Background: an optimization exercise with open tools, aiming at small area, a short achievable clock period and few clock cycles per item. Do not read the settings as production practice. RTL that was checked went through simulation tests only; none was proved equivalent to the original. The RTL of run 5 was laid out without a check of its function. Power is estimated from default activity; no workload was simulated.

===== design/flow/config.mk =====
export PLATFORM = sky130hd
export DESIGN_NAME = pid_unit
export DESIGN_NICKNAME = pid_unit
export VERILOG_FILES = /design/flow/design.v
export SDC_FILE = /design/flow/constraint.sdc
export NUM_CORES = 4
export LEC_CHECK = 0
export CAP_MARGIN = 20
export CORE_MARGIN = 2
export CORE_UTILIZATION = 50
export SLEW_MARGIN = 20
export SYNTH_HIERARCHICAL = 1

===== design/flow/constraint.sdc =====
create_clock -name core_clock -period 17.5 [get_ports {clk}]
set_input_delay 3.5000 -clock core_clock [delete_from_list [all_inputs] [get_ports {clk}]]
set_output_delay 3.5000 -clock core_clock [all_outputs]
set_load 0.01 [all_outputs]

===== design/flow/design.v =====
module pid_in (
    input  wire [31:0] tgt,
    input  wire [31:0] now,
    input  wire [31:0] prev_err,
    input  wire [31:0] prev_time,
    output wire [31:0] e_new,       
    output wire [32:0] s_new,       
    output wire [31:0] dt_new
);
    wire        tgt_min = (tgt == 32'h80000000);
    assign e_new  = tgt_min ? 32'h7FFFFFFF : (32'd0 - tgt);
    wire [32:0] a = {tgt[31], tgt[31:1], tgt[0] | tgt_min};
    wire [32:0] b = {prev_err[31], prev_err};
    wire [32:0] g0 = a & b, p0 = a ^ b;
    reg  [32:0] g, p, gn, pn;
    integer k, lv;
    always @(*) begin
        g = g0; p = p0;
        for (lv = 1; lv < 64; lv = lv * 2) begin
            for (k = 0; k < 33; k = k + 1) begin
                if (k >= lv) begin
                    gn[k] = g[k] | (p[k] & g[k-lv]);
                    pn[k] = p[k] & p[k-lv];
                end else begin
                    gn[k] = g[k]; pn[k] = p[k];
                end
            end
            g = gn; p = pn;
        end
    end
    assign s_new = p0 ^ {g[31:0], 1'b0};
    assign dt_new = now - prev_time;
endmodule
module pid_booth_dec (
    input  wire [10:0] c,
    input  wire        flip,        
    output wire [4:0]  one,
    output wire [4:0]  two,
    output wire [4:0]  neg
);
    genvar i;
    generate
        for (i = 0; i < 5; i = i + 1) begin : g
            assign one[i] = c[2*i+1] ^ c[2*i];
            assign two[i] = (c[2*i+2] & ~c[2*i+1] & ~c[2*i]) |
                            (~c[2*i+2] & c[2*i+1] & c[2*i]);
            assign neg[i] = c[2*i+2] ^ flip;
        end
    endgenerate
endmodule
module pid_mul (
    input  wire [4:0]  one,
    input  wire [4:0]  two,
    input  wire [4:0]  neg,
    input  wire [32:0] m,
    input  wire        first,
    input  wire [64:0] acc,
    output wire [64:0] acc_nx
);
    wire [34:0] m1 = {{2{m[32]}}, m};
    wire [34:0] m2 = {m[32], m, 1'b0};
    reg  [64:0] rows [0:4];
    reg  [44:0] negs;
    integer bi;
    always @(*) begin
        negs = 45'd0;
        for (bi = 0; bi < 5; bi = bi + 1) begin : booth
            reg [34:0] sel;
            sel = ({35{one[bi]}} & m1) | ({35{two[bi]}} & m2);
            sel = sel ^ {35{neg[bi]}};
            rows[bi] = {30'd0, ~sel[34], sel[33:0]} << (2*bi);
            negs[2*bi] = neg[bi];
        end
    end
    localparam [64:0] SEXT = 65'd0 - (65'd1 << 34) - (65'd1 << 36) - (65'd1 << 38)
                           - (65'd1 << 40) - (65'd1 << 42);
    wire [64:0] acc_sh = first ? 65'd0 : {acc[54:0], 10'd0};
    assign acc_nx = acc_sh + rows[0] + rows[1] + rows[2] + rows[3] + rows[4]
                  + {20'd0, negs} + SEXT;
endmodule
module pid_sum (
    input  wire [47:0] mag,
    input  wire        a_neg,
    input  wire [31:0] b,
    input  wire        b_neg,
    input  wire [47:0] c,
    input  wire        c_en,
    input  wire        c_neg,
    input  wire [31:0] bound,       
    output wire [31:0] y
);
    wire        cn = c_en & c_neg;
    wire [49:0] ta = {2'b00, mag} ^ {50{a_neg}};
    wire [49:0] tb = {{18{b[31]}}, b} ^ {50{b_neg}};
    wire [49:0] tc = ({2'b00, c} & {50{c_en}}) ^ {50{cn}};
    wire [49:0] raw = ta + tb + tc + {48'd0, a_neg} + {48'd0, b_neg} + {48'd0, cn};
    wire        ovf  = (raw[49:31] != {19{raw[49]}});
    wire [32:0] lo   = {raw[31], raw[31:0]};
    wire [32:0] hi_d = {1'b0, bound} - lo;           
    wire [32:0] lo_d = lo + {1'b0, bound};           
    wire        gt   = ovf ? ~raw[49] : hi_d[32];
    wire        lt   = ovf ?  raw[49] : lo_d[32];
    assign y = gt ? bound : lt ? (32'd0 - bound) : raw[31:0];
endmodule
module pid_norm (
    input  wire [47:0] n,           
    input  wire [4:0]  d_bl,        
    output wire [79:0] rq,          
    output wire [3:0]  k_steps      
);
    function [6:0] lzc64(input [63:0] x);
        reg [31:0] a;
        reg [15:0] b;
        reg [7:0]  c;
        reg [3:0]  d;
        reg [1:0]  e;
        begin
            lzc64[6] = (x == 64'd0);
            lzc64[5] = (x[63:32] == 32'd0);
            a = lzc64[5] ? x[31:0] : x[63:32];
            lzc64[4] = (a[31:16] == 16'd0);
            b = lzc64[4] ? a[15:0] : a[31:16];
            lzc64[3] = (b[15:8] == 8'd0);
            c = lzc64[3] ? b[7:0] : b[15:8];
            lzc64[2] = (c[7:4] == 4'd0);
            d = lzc64[2] ? c[3:0] : c[7:4];
            lzc64[1] = (d[3:2] == 2'd0);
            e = lzc64[1] ? d[1:0] : d[3:2];
            lzc64[0] = ~e[1];
            if (lzc64[6]) lzc64[5:0] = 6'd0;
        end
    endfunction
    wire [6:0] n_lz  = lzc64({16'd0, n}) - 7'd16;      
    wire [6:0] zsum  = n_lz + {2'b00, d_bl};
    wire [3:0] j_skip = zsum[5:2];
    assign k_steps = zsum[6] || (zsum[5:4] == 2'b11) ? 4'd0 : 4'd12 - j_skip;
    wire [79:0] norm0 = {32'd0, n};
    wire [79:0] norm1 = j_skip[0] ? (norm0 << 4)  : norm0;
    wire [79:0] norm2 = j_skip[1] ? (norm1 << 8)  : norm1;
    wire [79:0] norm3 = j_skip[2] ? (norm2 << 16) : norm2;
    assign rq = j_skip[3] ? (norm3 << 32) : norm3;
endmodule
module pid_div (
    input  wire [31:0] rem,
    input  wire [3:0]  bits,
    input  wire [31:0] d,
    input  wire [33:0] d3,
    output wire [31:0] rem_nx,
    output wire [3:0]  q
);
    function [33:0] step4(input [31:0] r, input [1:0] b, input [31:0] dd,
                          input [33:0] dd3);
        reg [33:0] x;
        reg [34:0] t1, t2, t3;
        begin
            x  = {r, b};
            t1 = {1'b0, x} - {3'b000, dd};
            t2 = {1'b0, x} - {2'b00, dd, 1'b0};
            t3 = {1'b0, x} - {1'b0, dd3};
            if (!t3[34])      step4 = {2'd3, t3[31:0]};
            else if (!t2[34]) step4 = {2'd2, t2[31:0]};
            else if (!t1[34]) step4 = {2'd1, t1[31:0]};
            else              step4 = {2'd0, x[31:0]};
        end
    endfunction
    wire [33:0] st1 = step4(rem,        bits[3:2], d, d3);
    wire [33:0] st2 = step4(st1[31:0],  bits[1:0], d, d3);
    assign rem_nx = st2[31:0];
    assign q      = {st1[33:32], st2[33:32]};
endmodule
module pid_unit (
    input  wire        clk,
    input  wire        rst,
    input  wire        cmd_valid,
    output wire        cmd_ready,
    input  wire [3:0]  cmd_op,
    input  wire [31:0] cmd_data,
    input  wire [31:0] cmd_now,
    output reg  [31:0] kp,
    output reg  [31:0] ki,
    output reg  [31:0] kd,
    output reg  [31:0] maxi,
    output reg         dir_neg,
    output reg  [31:0] sgain,
    output reg  [31:0] i_acc,
    output reg  [31:0] prev_err,
    output reg  [31:0] prev_time,
    output reg  [31:0] servo_out,
    output reg         tb_valid,
    output reg         dt_zero,
    output reg  [1:0]  cmd_status
);
    localparam [31:0] KP_INIT     = 32'd52429;    
    localparam [31:0] KI_INIT     = 32'd0;
    localparam [31:0] KD_INIT     = 32'd26214;    
    localparam [31:0] MAXI_INIT   = 32'd327680;   
    localparam        DIRNEG_INIT = 1'b1;
    localparam [31:0] SGAIN_INIT  = 32'd65536;    
    localparam [3:0] OP_NOP = 4'h0, OP_RESET = 4'h1, OP_UPDATE = 4'h2,
                     OP_WR_KP = 4'h3, OP_WR_KI = 4'h4, OP_WR_KD = 4'h5,
                     OP_WR_MAXI = 4'h6, OP_WR_DIR = 4'h7, OP_WR_SGAIN = 4'h8;
    localparam [1:0] ST_OK = 2'd0, ST_RANGE = 2'd1, ST_ILLEGAL = 2'd2;
    reg        rdy;
    assign cmd_ready = rdy;
    wire accept = cmd_valid && rdy;
    reg [32:0] s_r;         
    reg [31:0] dt_r;        
    reg [33:0] d3_r;        
    reg [4:0]  dbl_r;       
    wire [31:0] e_new, dt_new;
    wire [32:0] s_new;
    pid_in u_in (.tgt(cmd_data), .now(cmd_now), .prev_err(prev_err),
                 .prev_time(prev_time), .e_new(e_new), .s_new(s_new),
                 .dt_new(dt_new));
    reg        m_d, m_i, m_p, m_done;    
    reg [3:0]  dsel;                     
    reg        mfirst;
    reg [64:0] acc;
    reg [4:0]  b_one, b_two, b_neg;      
    reg        neg_d;                    
    reg        sa_neg, sb_neg, sc_en, sc_neg, s_fin;    
    function [3:0] start_dig(input [31:0] g);
        begin
            if (g[31:9] == {23{g[31]}})       start_dig = 4'b0001;
            else if (g[31:19] == {13{g[31]}}) start_dig = 4'b0010;
            else if (g[31:29] == {3{g[31]}})  start_dig = 4'b0100;
            else                              start_dig = 4'b1000;
        end
    endfunction
    function [10:0] chunk(input [31:0] g, input [3:0] sel);
        reg [39:0] x;
        begin
            x = {{8{g[31]}}, g};
            chunk = ({11{sel[0]}} & {x[9:0], 1'b0}) |
                    ({11{sel[1]}} & x[19:9]) |
                    ({11{sel[2]}} & x[29:19]) |
                    ({11{sel[3]}} & x[39:29]);
        end
    endfunction
    wire        last_dig = dsel[0];
    wire [3:0]  kd_start = start_dig(kd);
    wire [3:0]  ki_start = start_dig(ki);
    wire [3:0]  kp_start = start_dig(kp);
    wire        nx_d = accept;                          
    wire        nx_i = m_d & last_dig;
    wire        nx_p = m_i & last_dig;
    wire [31:0] nx_g = nx_d ? kd : nx_i ? ki : nx_p ? kp :
                       m_d ? kd : m_i ? ki : kp;
    wire [3:0]  nx_sel = nx_d ? kd_start : nx_i ? ki_start : nx_p ? kp_start :
                         (dsel >> 1);
    wire        nx_flip = nx_g[31] ^ prev_err[31];
    wire [10:0] nx_chunk = chunk(nx_g, nx_sel);
    wire [4:0]  nx_one, nx_two, nx_neg;
    pid_booth_dec u_bd (.c(nx_chunk), .flip(nx_flip & ~nx_d & ~(m_d & ~last_dig)),
                        .one(nx_one), .two(nx_two), .neg(nx_neg));
    wire        d_flip  = m_d & (kd[31] ^ s_r[32]);
    wire [4:0]  use_neg = b_neg ^ {5{d_flip}};
    wire [32:0] mul_m   = m_d ? s_r : {prev_err[31], prev_err};
    wire [64:0] acc_nx;
    pid_mul u_mul (.one(b_one), .two(b_two), .neg(use_neg), .m(mul_m),
                   .first(mfirst), .acc(acc), .acc_nx(acc_nx));
    wire [47:0] mag16 = acc[63:16];
    localparam [31:0] LIM = 32'd3276800;    
    wire [31:0] sum_y;
    pid_sum u_sum (.mag(mag16), .a_neg(sa_neg), .b(i_acc), .b_neg(sb_neg),
                   .c(quo_r), .c_en(sc_en), .c_neg(sc_neg),
                   .bound(s_fin ? LIM : maxi), .y(sum_y));
    reg        v_wait, v_div, v_done;
    reg [31:0] rem_r;
    reg [47:0] quo_r;
    reg [3:0]  vcnt;
    wire [79:0] norm_rq;
    wire [3:0]  k_steps;
    pid_norm u_norm (.n(mag16), .d_bl(dbl_r), .rq(norm_rq), .k_steps(k_steps));
    wire [31:0] rem_nx;
    wire [3:0]  q4;
    pid_div u_div (.rem(rem_r), .bits(quo_r[47:44]), .d(dt_r), .d3(d3_r),
                   .rem_nx(rem_nx), .q(q4));
    function [4:0] lzc32(input [31:0] x);
        integer k;
        begin
            lzc32 = 5'd0;
            for (k = 0; k < 32; k = k + 1)
                if (x[k]) lzc32 = 5'd31 - k[4:0];
        end
    endfunction
    wire dt_is0 = (dt_r == 32'd0);
    wire fin = m_done && v_done;
    always @(posedge clk) begin
        if (rst) begin
            rdy        <= 1'b1;
            m_d        <= 1'b0;
            m_i        <= 1'b0;
            m_p        <= 1'b0;
            m_done     <= 1'b0;
            v_wait     <= 1'b0;
            v_div      <= 1'b0;
            v_done     <= 1'b0;
            kp         <= KP_INIT;
            ki         <= KI_INIT;
            kd         <= KD_INIT;
            maxi       <= MAXI_INIT;
            dir_neg    <= DIRNEG_INIT;
            sgain      <= SGAIN_INIT;
            i_acc      <= 32'd0;
            prev_err   <= 32'd0;
            prev_time  <= 32'd0;
            servo_out  <= 32'd0;
            tb_valid   <= 1'b0;
            dt_zero    <= 1'b0;
            cmd_status <= ST_OK;
        end else begin
            if (accept) begin
                cmd_status <= ST_OK;
                case (cmd_op)
                OP_NOP: ;
                OP_RESET: begin
                    i_acc     <= 32'd0;
                    prev_err  <= 32'd0;
                    prev_time <= cmd_now;
                    servo_out <= 32'd0;
                    dt_zero   <= 1'b0;
                    tb_valid  <= 1'b1;
                end
                OP_UPDATE: begin
                    prev_err  <= e_new;
                    prev_time <= cmd_now;
                    rdy       <= 1'b0;
                    m_d       <= 1'b1;
                    v_wait    <= 1'b1;
                end
                OP_WR_KP: kp <= cmd_data;
                OP_WR_KI: ki <= cmd_data;
                OP_WR_KD: kd <= cmd_data;
                OP_WR_MAXI: begin
                    if (cmd_data[31]) cmd_status <= ST_RANGE;
                    else              maxi       <= cmd_data;
                end
                OP_WR_DIR: begin
                    if (cmd_data[31:1] != 31'd0) cmd_status <= ST_RANGE;
                    else                         dir_neg    <= cmd_data[0];
                end
                OP_WR_SGAIN: sgain <= cmd_data;
                default: cmd_status <= ST_ILLEGAL;
                endcase
            end
            if ((m_d || m_i || m_p) && last_dig) begin
                m_d    <= 1'b0;
                m_i    <= m_d;
                m_p    <= m_i;
                m_done <= m_p;
            end
            if (m_p && mfirst) i_acc <= sum_y;
            if (v_wait && m_i && mfirst) begin
                v_wait <= 1'b0;
                if (dt_is0 || k_steps == 4'd0) v_done <= 1'b1;
                else                                  v_div  <= 1'b1;
            end
            if (v_div && vcnt == 4'd1) begin
                v_div  <= 1'b0;
                v_done <= 1'b1;
            end
            if (fin) begin
                servo_out <= sum_y;
                dt_zero   <= dt_is0;
                m_done    <= 1'b0;
                v_done    <= 1'b0;
                rdy       <= 1'b1;
            end
        end
    end
    wire upd_acc = accept && (cmd_op == OP_UPDATE);
    always @(posedge clk) begin
        if (upd_acc) begin
            s_r    <= s_new;
            dt_r   <= dt_new;
            mfirst <= 1'b1;
            dsel   <= kd_start;
            b_one  <= nx_one;
            b_two  <= nx_two;
            b_neg  <= nx_neg;
        end
        d3_r  <= {2'b00, dt_r} + {1'b0, dt_r, 1'b0};
        dbl_r <= 5'd31 - lzc32(dt_r);
        if (m_d || m_i || m_p) begin
            acc    <= acc_nx;
            mfirst <= last_dig;
            dsel   <= nx_sel;
            b_one  <= nx_one;
            b_two  <= nx_two;
            b_neg  <= nx_neg;
            if (last_dig && m_d) begin
                neg_d  <= kd[31] ^ ~s_r[32];
                sa_neg <= ki[31] ^ prev_err[31];
                sb_neg <= 1'b0;
                sc_en  <= 1'b0;
                s_fin  <= 1'b0;
            end
            if (last_dig && m_p) begin
                sa_neg <= kp[31] ^ prev_err[31] ^ dir_neg;
                sb_neg <= dir_neg;
                sc_en  <= 1'b1;
                sc_neg <= neg_d ^ dir_neg;
                s_fin  <= 1'b1;
            end
        end
        if (v_wait && m_i && mfirst) begin
            rem_r <= norm_rq[79:48];
            quo_r <= (dt_is0 || k_steps == 4'd0) ? 48'd0 : norm_rq[47:0];
            vcnt  <= k_steps;
        end
        if (v_div) begin
            rem_r <= rem_nx;
            quo_r <= {quo_r[43:0], q4};
            vcnt  <= vcnt - 4'd1;
        end
    end
endmodule

===== design/flow/flow/run.sh =====
#!/bin/bash
set -euo pipefail
bash standard.sh SETUP_SLACK_MARGIN=10.5 finish > make.log 2>&1

===== design/flow/standard.sh =====
#!/bin/bash
# synth_recipe.tcl (not shown) runs the flow's synth.tcl, then flattens the netlist and writes it again
# the make line also repeats each setting of config.mk as NAME=value (left out here)
make -C /OpenROAD-flow-scripts/flow DESIGN_CONFIG=/design/flow/config.mk WORK_HOME=/design/flow/orfs CLKGATE_MAP_FILE= SYNTH_SCRIPT=/design/flow/synth_recipe.tcl "${@:-finish}"

==> results of run 1 <==
==> how the worst max path moves through the flow <==
stage	start	end	slack, ps	depth (start not counted)
finish	cmd_data[0]	s_r[20]	10570	19
global route	dt_r[1]	rem_r[31]	10400	27
CTS	sc_neg	servo_out[21]	10470	30
detailed placement	acc[49]	quo_r[13]	8720	22
global placement	acc[49]	quo_r[21]	8820	22
floorplan	sc_neg	i_acc[21]	10680	35
==> layer usage <==
metal	vias to the layer above	GRT usage, %	wire length [µm]	share of wire (%)
met5	-	0	41	0.016
li1	28928	-	-	-
met3	658	8.82	25600	9.7
met4	6	20.8	16800	6.4
met2	3206	58.6	113000	43
met1	30465	50.8	108000	41
==> registers in the layout, summed over array words and instances, names as in the netlist, 31 cells and up <==
register	cells
s_r	33
kd	32
rem_r	32
prev_err	32
quo_r	48
servo_out	32
dt_r	32
acc	64
ki	32
d3_r	34
i_acc	32
prev_time	32
kp	32
sgain	32
maxi	31
==> through the flow <==
step | hold WS, ps | setup WS [ps] | instances
2_1_floorplan | 464 | 10680 | 7921
3_3_place_gp | 439 | 8820 | 9605
3_5_place_dp | 448 | 8720 | 9605
4_1_cts | 458 | 10470 | 9791
5_1_grt | 468 | 10400 | 9890
6_report | 456 | 10570 | 9896
==> placed cells by master (no fill, tap or decap), types with 70 or more instances in the layout <==
| cell type | instances |
|---|---|
| mux2i_1 | 143 |
| xor2_1 | 250 |
| nand4_1 | 118 |
| a21oi_1 | 699 |
| nand3_1 | 222 |
| dfxtp_1 | 336 |
| ha_1 | 639 |
| o21ai_0 | 322 |
| xnor2_1 | 412 |
| nand2_1 | 1060 |
| nor3_1 | 125 |
| nand2b_1 | 74 |
| nor2b_1 | 90 |
| mux2_2 | 76 |
| nor2_1 | 376 |
| clkbuf_16 | 79 |
| a22oi_1 | 198 |
| o21a_1 | 70 |
| edfxtp_1 | 238 |
| a21o_1 | 174 |
| buf_4 | 216 |
| fa_1 | 183 |
| clkdlybuf4s50_1 | 361 |
| inv_1 | 409 |
==> timing repair <==
action	CTS	global route
resized for setup	162	188
endpoints found under the setup margin	207	179
cloned	9	4
pin swaps	32	57
buffers inserted	45	91
==> worst reg2reg max path, delay by kind of cell (launching register included) <==
family | cells | cell delay, ps
AOI/OAI and AO/OA | 12 | 2620
and+or+nand+nor | 8 | 1520
adders and majority gates | 3 | 1010
buffers and inverters | 5 | 810
DFF | 1 | 410
muxes | 1 | 270
==> power by group through the flow <==
stage / Combinational (W) / Sequential, W / Clock [W]
after floorplan: 0.00196 / 0.00157 / 0
after global placement: 0.00278 / 0.00159 / 0
after detailed placement: 0.00279 / 0.00159 / 0
after CTS: 0.00287 / 0.00156 / 0.00159
after global routing: 0.00332 / 0.00155 / 0.00163
final: 0.00305 / 0.00154 / 0.00157
==> layout make-up <==
| type | instances | area [µm²] | area share [%] |
|---|---|---|---|
| timing repair buffer | 623 | 6070 | 8.16 |
| antenna | 10 | 25.0 | 0.0337 |
| tap | 1662 | 2080 | 2.80 |
| inverter | 429 | 1630 | 2.19 |
| clock inverter | 29 | 402 | 0.540 |
| multi-input combinational | 6462 | 48100 | 64.7 |
| clock buffer | 103 | 2060 | 2.77 |
| timing repair inverter | 1 | 5.00 | 0.00673 |
| sequential | 577 | 13900 | 18.8 |
==> impl_results.md, run 1 <==
* Final Hold Fails at 0
* Die H at 362 µm
* Row count at 131
* Status: timing/DRC/antenna clean
* F_max at 144 MHz
* Fin crit period at 6930 ps
* Fin util at 58.4%
* Final Setup Violations at 0
* Die Width at 362 µm
* TritonCTS Sinks at 577
* Min-Delay Path Depth at 2
* Starting Density at 50.4%
* Worst slew margin at 21.5%
* Worst-Margin Slew at 1160 ps
* CTS max path bufs at 3
* First-pass GRT wire length at 385 mm
* Synth warn at 12
* I/O Buffers at 363
* R2R Path Start: quo_r[46]
* TritonRoute pass-1 iters at 9
* CP max FO at 10
* Gate Count Post-Synth at 7915
* Slew Limit Fails at 0
* DRC at 0
* Switching power at 0.00263 W
* CP Launch Type: input pin
* Routed len/inst at 26.6 µm
* Clock root buffer: clkbuf_16
* Hold Crit Start: sgain[11]
* Part of the cycle the worst path needs at 39.6%
* Ports at 365
* Die footprint at 0.131 mm²
* Sequential share of power at 25.1%
* Syn Area/Cell at 8.10 µm²
* Switch share at 42.7%
* CP top delay family: compound AO/OA/AOI/OAI gates
* Leakage at 30.1 nW
* CP cell instances: clkdlybuf4s15_1 -> inv_1 -> ha_1 -> nand2_1 -> or2_4 -> nor2_8 -> nand3_4 -> buf_12 -> nand2_1 -> ha_4 -> fa_2 -> a21oi_1 -> o2bb2ai_2 -> o221ai_4 -> o21bai_4 -> buf_4 -> a211oi_1 -> o21bai_1 -> xor2_1
* Initial DRC count at 7303
* Clock network fraction of total power at 25.4%
* Worst EP required at 17900 ps
* Max incr delay on CP at 630 ps
* Slowest-stage cell, CP: clkdlybuf4s15_1
* TritonCTS clock tree: built
* RSZ-0062 raised after global routing: yes
* Mapped Area at 0.0641 mm²
* P_int at 0.00353 W
* Worst min path class: reg -> reg
* Share of layout cells above drive strength 1 at 9.93%
* Via count at 63263
* Clock latency (worst-skew pair) at 710 ps
* Total power draw at 0.00617 W
* R2R setup slack at 10610 ps
* Hold_buf cts at 0
* # Max-Cap Violations at 0
* Worst reg2reg path depth at 29
* # fillers at 11763
* Gpl congestion at 1.03
* Synthesis-to-layout area growth at 15.9%
* GR Overflow Total at 0
* Clock transition at path regs at 60 ps
* Area after DPL at 0.0690 mm²
* Worst VDD drop at 0.000109 V
* Vias in the first global route at 59218
* WL final at 264 mm
* Post-DP HPWL at 201 mm
* Largest net degree at the start of global routing at 128
* Reg-to-Reg End: rem_r[31]
* DR vias/cell at 6.39
* Arrival @ worst endpoint at 7330 ps
* NumNets Final at 9094
* CP dominant cell by count: nand2_1
* Final Cell Area at 0.0744 mm²
* # H-tree levels at 3
* Buf/Inv on CP at 4
* Combinational power share at 49.5%
* Crit path kind: in -> reg
* Final Skew at 61.3 ps
* Power Density at 82.9 mW/mm²
* Hold Crit Endpoint: sgain[11]
* Antenna violations before repair at 12
* TritonCTS buffer count at 71
* Setup TNS at 0 ps
* Core area at 0.127 mm²
* Total global-route track usage at 38.6%
* Crit path capture type: flop
* Antenna-violating nets left at 0
Testbench counts, summed over its fixed seeds: cycles 13,832, items 1,600.
==> run 2, diff against run 1 <==
==> design/flow/flow/run.sh (replaced) <==
#!/bin/bash
set -euo pipefail
bash standard.sh SETUP_SLACK_MARGIN=10.8 finish > make.log 2>&1
==> impl_results.md, run 2 <==
* Worst hold slack at 455 ps
* # H-tree levels at 3
* Power Density at 84.6 mW/mm²
* Min-Delay Path Depth at 2
* Max incr delay on CP at 500 ps
* DRC at 0
* Die Width at 362 µm
* Multi-input logic area at 0.0501 mm²
* Clock latency (worst-skew pair) at 720 ps
* # fillers at 11178
* Synthesis-to-layout area growth at 22.0%
* # Max-Cap Violations at 0
* Gate Count Post-Synth at 7915
* TritonCTS clock tree: built
* Worst reg2reg path depth at 35
* Worst EP required at 18030 ps
* Die H at 362 µm
* CP max FO at 7
* Slowest-stage cell, CP: fa_1
* Slew Limit Fails at 0
* Setup TNS at 0 ps
* R2R Path Start: sc_neg
* Initial DRC count at 7940
* Total global-route track usage at 40.5%
* Part of the cycle the worst path needs at 38.9%
* Via count at 65557
* Final Setup Violations at 0
* Starting Density at 50.4%
* Final Skew at 44.2 ps
* Sequential share of power at 23.7%
* Antenna violations before repair at 8
* Share of layout cells above drive strength 1 at 14.9%
* CP Launch Type: flop
* First-pass GRT wire length at 402 mm
* Die footprint at 0.131 mm²
* Max reg flops at 64
* Crit path kind: reg -> reg
* TritonCTS buffer count at 75
* Status: timing/DRC/antenna clean
* Leakage at 31.5 nW
* TritonCTS Sinks at 577
* Total power draw at 0.00662 W
* Gpl congestion at 1.03
* Antenna-violating nets left at 0
* CP top delay family: compound AO/OA/AOI/OAI gates
* Top flop regs: acc (64), quo_r (48), d3_r (34)
* Row count at 131
* Ports at 365
* Worst-Margin Slew at 1190 ps
* Core area at 0.127 mm²
* WL final at 281 mm
* Biggest register: acc
* Hold Crit Endpoint: sgain[13]
* Register area at 0.0139 mm²
* Crit path capture type: flop
* Vias in the first global route at 60883
* NumNets Final at 9285
* R2R setup slack at 10690 ps
* Clock root buffer: clkbuf_16
* Largest net degree at the start of global routing at 126
* Switch share at 43.4%
* GR Overflow Total at 0
* Worst VDD drop at 0.000122 V
* Commonest non-fill, non-tap cell in the layout: nand2_1
* RSZ-0062 raised after global routing: yes
* Switching power at 0.00287 W
* Syn Area/Cell at 8.10 µm²
* TritonRoute pass-1 iters at 6
* Final Hold Fails at 0
* Worst min path class: reg -> reg
* F_max at 147 MHz
* I/O Buffers at 363
* Most frequent cells in the layout: nand2_1 (1040), a21oi_1 (668), ha_1 (574)
* Fin crit period at 6810 ps
* Clock network fraction of total power at 25.4%
* Worst slew margin at 20.9%
* P_int at 0.00375 W
* Mapped Area at 0.0641 mm²
* Buf/Inv on CP at 8
* Clock transition at path regs at 60 ps
* Reg-to-Reg End: servo_out[23]
* Hold Crit Start: sgain[13]
* Hold_buf cts at 0
* DR vias/cell at 6.50
* Arrival @ worst endpoint at 7330 ps
* Post-DP HPWL at 208 mm
* Synth warn at 12
* CTS max path bufs at 3
* Combinational power share at 50.9%
* Routed len/inst at 27.8 µm
## run 2: repair_timing
action	CTS	global route
resized for setup	403	364
setup buffers	102	215
gates cloned	12	15
pin swaps	89	161
hold endpoints to repair	0	0
setup endpoints to repair	212	181
## run 2: layer usage
metal  up-vias  track usage [%]  wire (µm)
li1      29326                -          -
met2      3707             63.1     124000
met1     31684             51.5     108000
met5         -                0         73
met4         6             22.7      20200
met3       834             9.24      28700
## run 2: worst max-delay path by stage
stage | start | to | slack, ps | depth (start not counted)
after global placement | sc_neg | servo_out[21] | 8210 | 28
after global routing | sc_neg | i_acc[23] | 10450 | 35
final | sc_neg | servo_out[23] | 10690 | 35
after CTS | sc_neg | servo_out[27] | 10790 | 30
after detailed placement | sc_neg | servo_out[21] | 8300 | 28
after floorplan | cmd_data[18] | s_r[24] | 10800 | 15
## run 2: worst min-delay path: cells and delay by family, from the launching register on
kind	cells	cell delay [ps]
flops	1	310
compound gates	1	50
simple gates	1	50
## run 2: power groups by stage
| stage | combinational (W) | clock (W) | sequential, W |
|---|---|---|---|
| after floorplan | 0.00196 | 0 | 0.00157 |
| after global placement | 0.00280 | 0 | 0.00160 |
| after detailed placement | 0.00281 | 0 | 0.00160 |
| after CTS | 0.00301 | 0.00169 | 0.00157 |
| after global routing | 0.00361 | 0.00174 | 0.00157 |
| final | 0.00337 | 0.00168 | 0.00157 |
## run 2: cell type report
cell class	count	share of cell area (%)
antenna	4	0.0128
clock buffer	103	2.69
clock inverter	37	0.670
inverter	429	2.13
multi-input combinational	6465	64.0
sequential	577	17.8
tap	1662	2.66
timing repair buffer	808	10.0
## run 2: stage by stage
step,std cells,util [%],instance area (µm²),worst slack [ps]
after floorplan,7921,-,64200,10800
after global placement,9596,54.1,68900,8210
after detailed placement,9597,54.1,68900,8300
after CTS,9851,58.6,74600,10790
after global routing,10082,61.4,78200,10450
final,10085,61.4,78200,10690
==> run 3, diff against run 2 <==
==> design/flow/flow/run.sh (replaced) <==
#!/bin/bash
set -euo pipefail
bash standard.sh "BUFFER_PORTS_ARGS=-buffer_cell sky130_fd_sc_hd__buf_2" \
    SETUP_SLACK_MARGIN=10.5 finish > make.log 2>&1
==> impl_results.md, run 3 <==
* First-pass GRT wire length at 383 mm
* # Max-Cap Violations at 0
* Share of layout cells above drive strength 1 at 14.8%
* GR Overflow Total at 0
* Part of the cycle the worst path needs at 39.5%
* CP Launch Type: flop
* Worst EP required at 18110 ps
* Worst-Margin Slew at 1090 ps
* Layout Cells excl Fill at 9878
* Multi-input logic area at 0.0487 mm²
* Slew Limit Fails at 0
* Arrival @ worst endpoint at 7520 ps
* Fin crit period at 6910 ps
* Clock transition at path regs at 60 ps
* Worst VDD drop at 0.000134 V
* M2 GR Usage at 59.4%
* CP dominant cell by count: buf_4
* TritonRoute pass-1 iters at 6
* Worst slew margin at 27.5%
* Antenna violations before repair at 18
* Total global-route track usage at 38.4%
* CTS max path bufs at 3
* Max incr delay on CP at 540 ps
* Final Setup Violations at 0
* NumNets Final at 9072
* Crit path kind: reg -> reg
* Max reg flops at 64
* CP top delay family: simple AND/OR/NAND/NOR gates
* Dpl cells at 9588
* Gate Count Post-Synth at 7915
* CP max FO at 25
* Ports at 365
* TritonCTS clock tree: built
* # H-tree levels at 3
* Final Skew at 68.2 ps
* Die H at 362 µm
* Final Cell Area at 0.0730 mm²
* R2R setup slack at 10590 ps
* Worst min path class: reg -> reg
* Clock root buffer: clkbuf_16
* Routed len/inst at 26.7 µm
* # fillers at 11857
* Starting Density at 50.4%
* M1 GR Usage at 50.8%
* RSZ-0062 raised after global routing: yes
* DR vias/cell at 6.40
* TritonCTS Sinks at 577
* Power Density at 85.9 mW/mm²
* Final Hold Fails at 0
* Top flop regs: acc (64), quo_r (48), d3_r (34)
* Die footprint at 0.131 mm²
* Leakage at 30.7 nW
* Final WS setup at 10590 ps
* Met3 Usage GRT at 8.67%
* Post-DP HPWL at 200 mm
* Antenna-violating nets left at 0
* F_max at 145 MHz
* Synth warn at 12
* Buf/Inv on CP at 6
* Synthesis-to-layout area growth at 13.8%
* Biggest register: acc
* Initial DRC count at 6832
* Row count at 131
* Syn Area/Cell at 8.10 µm²
* Most frequent cells in the layout: nand2_1 (1051), a21oi_1 (692), ha_1 (618)
* DRC at 0
* Core area at 0.127 mm²
* Hold_buf cts at 0
* Layer with the highest usage: met2
* Area after DPL at 0.0670 mm²
* Gpl congestion at 1.02
* Pre-CTS setup slack at 8760 ps
* Vias in the first global route at 58519
* TritonCTS buffer count at 74
* Setup TNS at 0 ps
* Mapped Area at 0.0641 mm²
* Crit path capture type: flop
* Largest net degree at the start of global routing at 163
* Commonest non-fill, non-tap cell in the layout: nand2_1
* Register area at 0.0139 mm²
* Via count at 63199
* Status: timing/DRC/antenna clean
* I/O Buffers at 363
* WL final at 264 mm
* Die Width at 362 µm
* Clock latency (worst-skew pair) at 720 ps
* Slowest-stage cell, CP: fa_1
* Worst hold slack at 453 ps
## run 3: changes by cell type in the layout (fill, tap and decap cells not counted), sizes merged, moves of 7 or more
cell	change
clkdlybuf4s50	-362
clkinv	-7
buf	+163
clkbuf	+7
diode	+8
clkinvlp	-9
## run 3: stage by stage
stage	power, W	utilization, %
3_5_place_dp	0.00434	52.6
3_3_place_gp	0.00432	52.6
5_1_grt	0.00661	57.3
2_1_floorplan	0.00353	-
6_report	0.00627	57.3
4_1_cts	0.00607	55.7
## run 3: power breakdown
part | leakage, nW | switching (W) | internal [W]
Sequential | 4.91 | 0.0000405 | 0.00152
Combinational | 24.5 | 0.00193 | 0.00116
Clock | 1.25 | 0.000692 | 0.000937
## run 3: path summary, 6_finish.rpt
path / start / endpoint / depth (start not counted)
worst min-delay path: sgain[15] / sgain[15] / 2
worst min register to register: sgain[15] / sgain[15] / 2
worst max register to register: sc_neg / servo_out[31] / 32
worst max-delay path: sc_neg / servo_out[31] / 32
## run 3: worst register-to-register path, delay by kind of cell, from the launching register on
family                   cells  cell delay (ps)
AND/OR/NAND/NOR             11             1910
AO/OA/AOI/OAI                8             1490
buffers and inverters        6             1020
adder cells (fa/ha/maj)      4             1420
XOR/XNOR                     3              580
flip-flops                   1              410
## run 3: cell type report
type,instances,area share [%]
tap,1662,2.85
timing repair buffer,600,5.52
inverter,429,2.23
antenna,12,0.0411
clock inverter,21,0.461
sequential,577,19.1
multi-input combinational,6461,66.8
clock buffer,116,3.06
## run 3: metal layers
layer / part of all wire [%] / wire length, µm
met3: 10 / 26600
met4: 5.7 / 15200
met1: 41 / 107000
met5: 0.030 / 78
met2: 44 / 115000
## run 3: repair_timing
| action | CTS | global route |
|---|---|---|
| endpoints found under the setup margin | 170 | 167 |
| pin swaps | 40 | 93 |
| cloned | 4 | 7 |
| setup buffers | 52 | 78 |
| gates resized for setup | 168 | 276 |
==> run 4, diff against run 3 <==
--- a/design/flow/config.mk
+++ b/design/flow/config.mk
@@ -8,5 +8,6 @@
 export CAP_MARGIN = 20
 export CORE_MARGIN = 2
 export CORE_UTILIZATION = 50
+export CTS_BUF_LIST = sky130_fd_sc_hd__clkbuf_8
 export SLEW_MARGIN = 20
 export SYNTH_HIERARCHICAL = 1
==> impl_results.md, run 4 <==
* Status: timing/DRC/antenna clean
* Power Density at 84.1 mW/mm²
* Hold Crit Start: sgain[15]
* Clock latency (worst-skew pair) at 920 ps
* R2R setup slack at 10540 ps
* DR vias/cell at 6.35
* Clock transition at path regs at 60 ps
* TritonCTS buffer count at 112
* Row count at 131
* Leakage at 30.6 nW
* # H-tree levels at 3
* Max Used Layer: met5
* Gpl congestion at 1.02
* Worst min path class: reg -> reg
* Min-Delay Path Depth at 2
* Ports at 365
* R2R Path Start: sc_neg
* Starting Density at 50.4%
* GR Overflow Total at 0
* M1 WL at 108 mm
* Routed wl met3 at 25.6 mm
* Initial DRC count at 6743
* Top flop regs: acc (64), quo_r (48), d3_r (34)
* CP top delay family: compound AO/OA/AOI/OAI gates
* Final Cell Area at 0.0725 mm²
* Antenna violations before repair at 18
* Arrival @ worst endpoint at 7750 ps
* Die footprint at 0.131 mm²
* Gate Count Post-Synth at 7915
* Slowest-stage cell, CP: or4_4
* TritonRoute pass-1 iters at 8
* Dpl cells at 9588
* Die Width at 362 µm
* Layout Cells excl Fill at 9923
* CP max FO at 13
* # Max-Cap Violations at 0
* Largest net degree at the start of global routing at 163
* Most frequent cells in the layout: nand2_1 (1050), a21oi_1 (695), ha_1 (621)
* Fin crit period at 6960 ps
* Total power draw at 0.00610 W
* Synth warn at 12
* Final Setup Violations at 0
* Final Hold Fails at 0
* Worst-Margin Slew at 1130 ps
* Worst VDD drop at 0.0000824 V
* RSZ-0062 raised after global routing: yes
* NumNets Final at 9079
* Mapped Area at 0.0641 mm²
* Crit path kind: reg -> reg
* First-pass GRT wire length at 383 mm
* Commonest non-fill, non-tap cell in the layout: nand2_1
* Core area at 0.127 mm²
* Worst reg2reg path depth at 29
* Die H at 362 µm
* TritonCTS Sinks at 577
* Hold Crit Endpoint: sgain[15]
* CTS max path bufs at 3
* Buf/Inv on CP at 6
* # fillers at 11982
* DR WL met2 at 115 mm
* Max reg flops at 64
* Syn Area/Cell at 8.10 µm²
* Total global-route track usage at 38.4%
* F_max at 144 MHz
* Routed len/inst at 26.5 µm
* CP dominant cell by count: buf_4
* Synthesis-to-layout area growth at 13.0%
* Area after DPL at 0.0670 mm²
* Part of the cycle the worst path needs at 39.8%
* CP Launch Type: flop
* I/O Buffers at 363
* TritonCTS clock tree: built
* Worst slew margin at 24.9%
* Via count at 62970
* Max incr delay on CP at 550 ps
* Slew Limit Fails at 0
* Final Skew at 76.3 ps
* DRC at 0
* Crit path capture type: flop
* Biggest register: acc
* Reg-to-Reg End: i_acc[19]
* Post-DP HPWL at 200 mm
* Vias in the first global route at 58543
* Hold_buf cts at 0
* Clock root buffer: clkbuf_8
* Setup TNS at 0 ps
* Share of layout cells above drive strength 1 at 14.8%
* Antenna-violating nets left at 0
* Worst EP required at 18290 ps
* First element of the critical path: sc_neg
* WL final at 263 mm
[run 4: timing repair]
| action | CTS | global route |
|---|---|---|
| setup endpoints to repair | 169 | 159 |
| pin swaps | 26 | 70 |
| endpoints found under the hold margin | 0 | 0 |
| setup buffers | 36 | 63 |
| gates resized for setup | 159 | 250 |
| gates cloned | 4 | 7 |
[run 4: per-layer routing]
metal	vias up	GRT usage [%]
li1	28898	-
met1	30346	50.8
met2	3121	58.9
met3	599	8.91
met4	6	18.5
met5	-	0
[run 4: worst max path at each step]
| stage | endpoint | slack (ps) | cells past startpoint |
|---|---|---|---|
| 2_1_floorplan | i_acc[21] | 10680 | 35 |
| 3_3_place_gp | servo_out[21] | 8750 | 30 |
| 3_5_place_dp | servo_out[21] | 8760 | 30 |
| 4_1_cts | rem_r[30] | 10470 | 27 |
| 5_1_grt | servo_out[11] | 10400 | 29 |
| 6_report | i_acc[19] | 10540 | 29 |
[run 4: power by group]
part           switching [W]  internal [W]
Combinational        0.00190       0.00113
Sequential         0.0000403       0.00152
Clock               0.000705      0.000805
[run 4: cell type report]
| cell class | count | area [µm²] | share of cell area, % |
|---|---|---|---|
| Sequential cell | 577 | 13900 | 19.2 |
| Multi-Input combinational cell | 6461 | 48600 | 67.0 |
| Inverter | 429 | 1630 | 2.24 |
| Clock inverter | 75 | 589 | 0.813 |
| Antenna cell | 14 | 35.0 | 0.0483 |
| Tap cell | 1662 | 2080 | 2.87 |
| Timing Repair Buffer | 569 | 3770 | 5.21 |
| Clock buffer | 136 | 1870 | 2.58 |
[run 4: per-stage QoR]
stage	utilization [%]	setup slack [ps]	hold WS (ps)
floorplan	-	10680	464
global placement	52.6	8750	440
detailed placement	52.6	8760	446
CTS	55.5	10470	454
global route	56.9	10400	470
finish	56.9	10540	453
[run 4: worst min-delay path, cell delays in order (launching register included)]
cell	delay, ps
dfxtp_1	310
nand2_1	50
a21oi_1	50
==> run 5, diff against run 4 <==
--- a/design/flow/design.v
+++ b/design/flow/design.v
@@ -94,13 +94,12 @@
     wire [49:0] tb = {{18{b[31]}}, b} ^ {50{b_neg}};
     wire [49:0] tc = ({2'b00, c} & {50{c_en}}) ^ {50{cn}};
     wire [49:0] raw = ta + tb + tc + {48'd0, a_neg} + {48'd0, b_neg} + {48'd0, cn};
-    wire        ovf  = (raw[49:31] != {19{raw[49]}});
-    wire [32:0] lo   = {raw[31], raw[31:0]};
-    wire [32:0] hi_d = {1'b0, bound} - lo;           
-    wire [32:0] lo_d = lo + {1'b0, bound};           
-    wire        gt   = ovf ? ~raw[49] : hi_d[32];
-    wire        lt   = ovf ?  raw[49] : lo_d[32];
-    assign y = gt ? bound : lt ? (32'd0 - bound) : raw[31:0];
+    wire        sgn  = raw[49];
+    wire        ovf  = (raw[49:31] != {19{sgn}});
+    wire [32:0] mg   = {1'b0, raw[31:0] ^ {32{sgn}}};
+    wire [32:0] ex   = mg + {1'b1, ~bound} + {32'd0, sgn};    
+    wire        over = ovf | ~ex[32];
+    assign y = over ? (bound ^ {32{sgn}}) + {31'd0, sgn} : raw[31:0];
 endmodule
 module pid_norm (
     input  wire [47:0] n,           
==> design/flow/flow/run.sh (replaced) <==
#!/bin/bash
set -euo pipefail
bash standard.sh SETUP_SLACK_MARGIN=10.5 finish > make.log 2>&1
--- a/design/flow/config.mk
+++ b/design/flow/config.mk
@@ -7,7 +7,6 @@
 export LEC_CHECK = 0
 export CAP_MARGIN = 20
 export CORE_MARGIN = 2
-export CORE_UTILIZATION = 50
-export CTS_BUF_LIST = sky130_fd_sc_hd__clkbuf_8
+export CORE_UTILIZATION = 40
 export SLEW_MARGIN = 20
 export SYNTH_HIERARCHICAL = 1
==> impl_results.md, run 5 <==
* Clock root buffer: clkbuf_16
* Layer with the highest usage: met2
* I/O Buffers at 363
* First-pass GRT wire length at 374 mm
* Row count at 146
* Mapped Area at 0.0636 mm²
* Crit path capture type: flop
* WL final at 254 mm
* TritonCTS buffer count at 76
* CP max FO at 13
* Hold Crit Start: tb_valid
* TritonCTS Sinks at 577
* Max reg flops at 64
* Min-Delay Path Depth at 2
* Clock latency (worst-skew pair) at 700 ps
* F_max at 141 MHz
* DRC at 0
* # Max-Cap Violations at 0
* Via count at 61791
* Multi-input logic area at 0.0491 mm²
* Worst VDD drop at 0.0000719 V
* Die Width at 403 µm
* Ports at 365
* Gpl congestion at 1.05
* Commonest non-fill, non-tap cell in the layout: nand2_1
* Arrival @ worst endpoint at 7700 ps
* Max incr delay on CP at 480 ps
* M2 GR Usage at 49.6%
* Status: timing/DRC/antenna clean
* Top flop regs: acc (64), quo_r (48), d3_r (34)
* Syn Area/Cell at 8.21 µm²
* Setup TNS at 0 ps
* Final Hold Fails at 0
* NumNets Final at 8997
* Clock transition at path regs at 60 ps
* Worst min path class: reg -> reg
* Part of the cycle the worst path needs at 40.4%
* Post-DP HPWL at 190 mm
* Worst-Margin Slew at 1180 ps
* Antenna-violating nets left at 0
* CTS max path bufs at 3
* Vias in the first global route at 59367
* Largest net degree at the start of global routing at 134
* Die H at 403 µm
* Worst reg2reg path depth at 33
* Worst hold slack at 453 ps
* First element of the critical path: sc_neg
* Slowest-stage cell, CP: fa_1
* Slew Limit Fails at 0
* Fin crit period at 7080 ps
* Total global-route track usage at 29.7%
* Synthesis-to-layout area growth at 20.5%
* R2R Path Start: sc_neg
* # fillers at 15201
* RSZ-0062 raised after global routing: yes
* GR Overflow Total at 0
* Synth warn at 12
* CP Launch Type: flop
* Biggest register: acc
* Antenna violations before repair at 8
* Routed len/inst at 24.8 µm
* Hold_buf cts at 0
* Most frequent cells in the layout: nand2_1 (1002), a21oi_1 (646), ha_1 (554)
* Worst EP required at 18120 ps
* TritonCTS clock tree: built
* Met3 Usage GRT at 3.91%
* Initial DRC count at 5824
* Final Skew at 32.3 ps
* Share of layout cells above drive strength 1 at 13.2%
* Crit path kind: reg -> reg
* Leakage at 29.9 nW
* Starting Density at 40.2%
* Gate Count Post-Synth at 7741
* Die footprint at 0.162 mm²
* Final Setup Violations at 0
* DR vias/cell at 6.04
* Worst slew margin at 21.5%
* Core area at 0.158 mm²
* # H-tree levels at 3
* Power Density at 84.5 mW/mm²
* M1 GR Usage at 37.8%
* TritonRoute pass-1 iters at 6
* Register area at 0.0139 mm²
==> run 5: worst max-delay path: cells and delay by family, from the launching register on <==
family | cells | cell delay, ps
compound gates | 11 | 2180
xor+xnor | 2 | 310
fa+ha+maj | 4 | 1420
buf+inv | 7 | 1110
flops | 1 | 420
mux | 1 | 250
simple gates | 8 | 1280
==> run 5: routing by layer <==
layer  part of all wire [%]  wire [µm]  vias to the layer above
li1                       -          -                    28615
met1                     41     104000                    30048
met2                     47     118000                     2558
met3                    6.7      17000                      568
met4                    5.8      14700                        2
met5                 0.0047         12                        -
==> run 5: final timing paths <==
kind                     to  slack (ps)
setup / recovery  i_acc[25]       10420
hold / removal     tb_valid         450
setup reg to reg  i_acc[25]       10420
hold reg to reg    tb_valid         450
==> run 5: what timing repair did <==
item / CTS / global route
endpoints found under the hold margin: 0 / 0
gates cloned: 9 / 10
setup endpoints to repair: 190 / 154
gates resized for setup: 265 / 335
pin swaps: 54 / 106
buffers inserted: 95 / 127
==> run 5: power by group <==
part           internal [W]  switching, W  total [W]
logic               0.00131       0.00194    0.00325
registers           0.00152     0.0000461    0.00157
clock network      0.000961      0.000692    0.00165
==> run 5: final cells by class <==
type	instances	share of cell area, %
clock buffers	96	2.74
clock inverters	42	0.630
multi-input cells	6369	64.0
diodes	2	0.00653
repair buffers	711	9.11
well taps	2072	3.38
flip-flops and latches	577	18.2
inverters	365	1.89
repair inverters	1	0.0114
==> run 5: metrics by stage <==
step                utilization [%]  instances  setup slack, ps  total power (W)  instance area [µm²]
global route                   48.4      10233            10210          0.00685                76600
floorplan                         -       7743            10530          0.00375                63700
detailed placement             43.6       9854             8410          0.00454                69000
CTS                            46.7      10096            10470          0.00631                73800
global placement               43.6       9853             8600          0.00453                69000
finish                         48.4      10235            10420          0.00647                76600

==> afterwards: timing with drivers on the ports <==
In the flow no input, the clock included, has a driving cell. The finished layouts below were timed again as built, in two steps.
Step 1: set_driving_cell puts a clkbuf_16 on clk and a buf_2 on each other input, an assumption about the parent block.
Step 2 times the ports against the registers' clock, not the clock port: input delays grow and output delays shrink by t, the midpoint of the rising clock arrivals with the driver on.
Slacks: ideal ports / drivers / drivers and shift; pairs: ideal ports / drivers.
run	t, ns	setup slack, ns	hold WS [ns]	worst data-port slew with drivers (ns)
run 1	0.757	10.573 / 10.608 / 9.871	0.456 / 0.456 / 0.456	0.17
run 2	0.783	10.694 / 10.694 / 10.098	0.455 / 0.455 / 0.455	0.16
run 3	0.774	10.595 / 10.595 / 9.940	0.453 / 0.453 / 0.453	0.15
run 4	0.960	10.538 / 10.538 / 9.800	0.453 / 0.453 / 0.453	0.17
run 5	0.771	10.424 / 10.424 / 9.923	0.453 / 0.453 / 0.453	0.06
After both steps setup and hold are still met in every run listed. The setup slack of run 4, which loses most, moves by 0.000 ns with the drivers and by -0.738 ns with both steps.
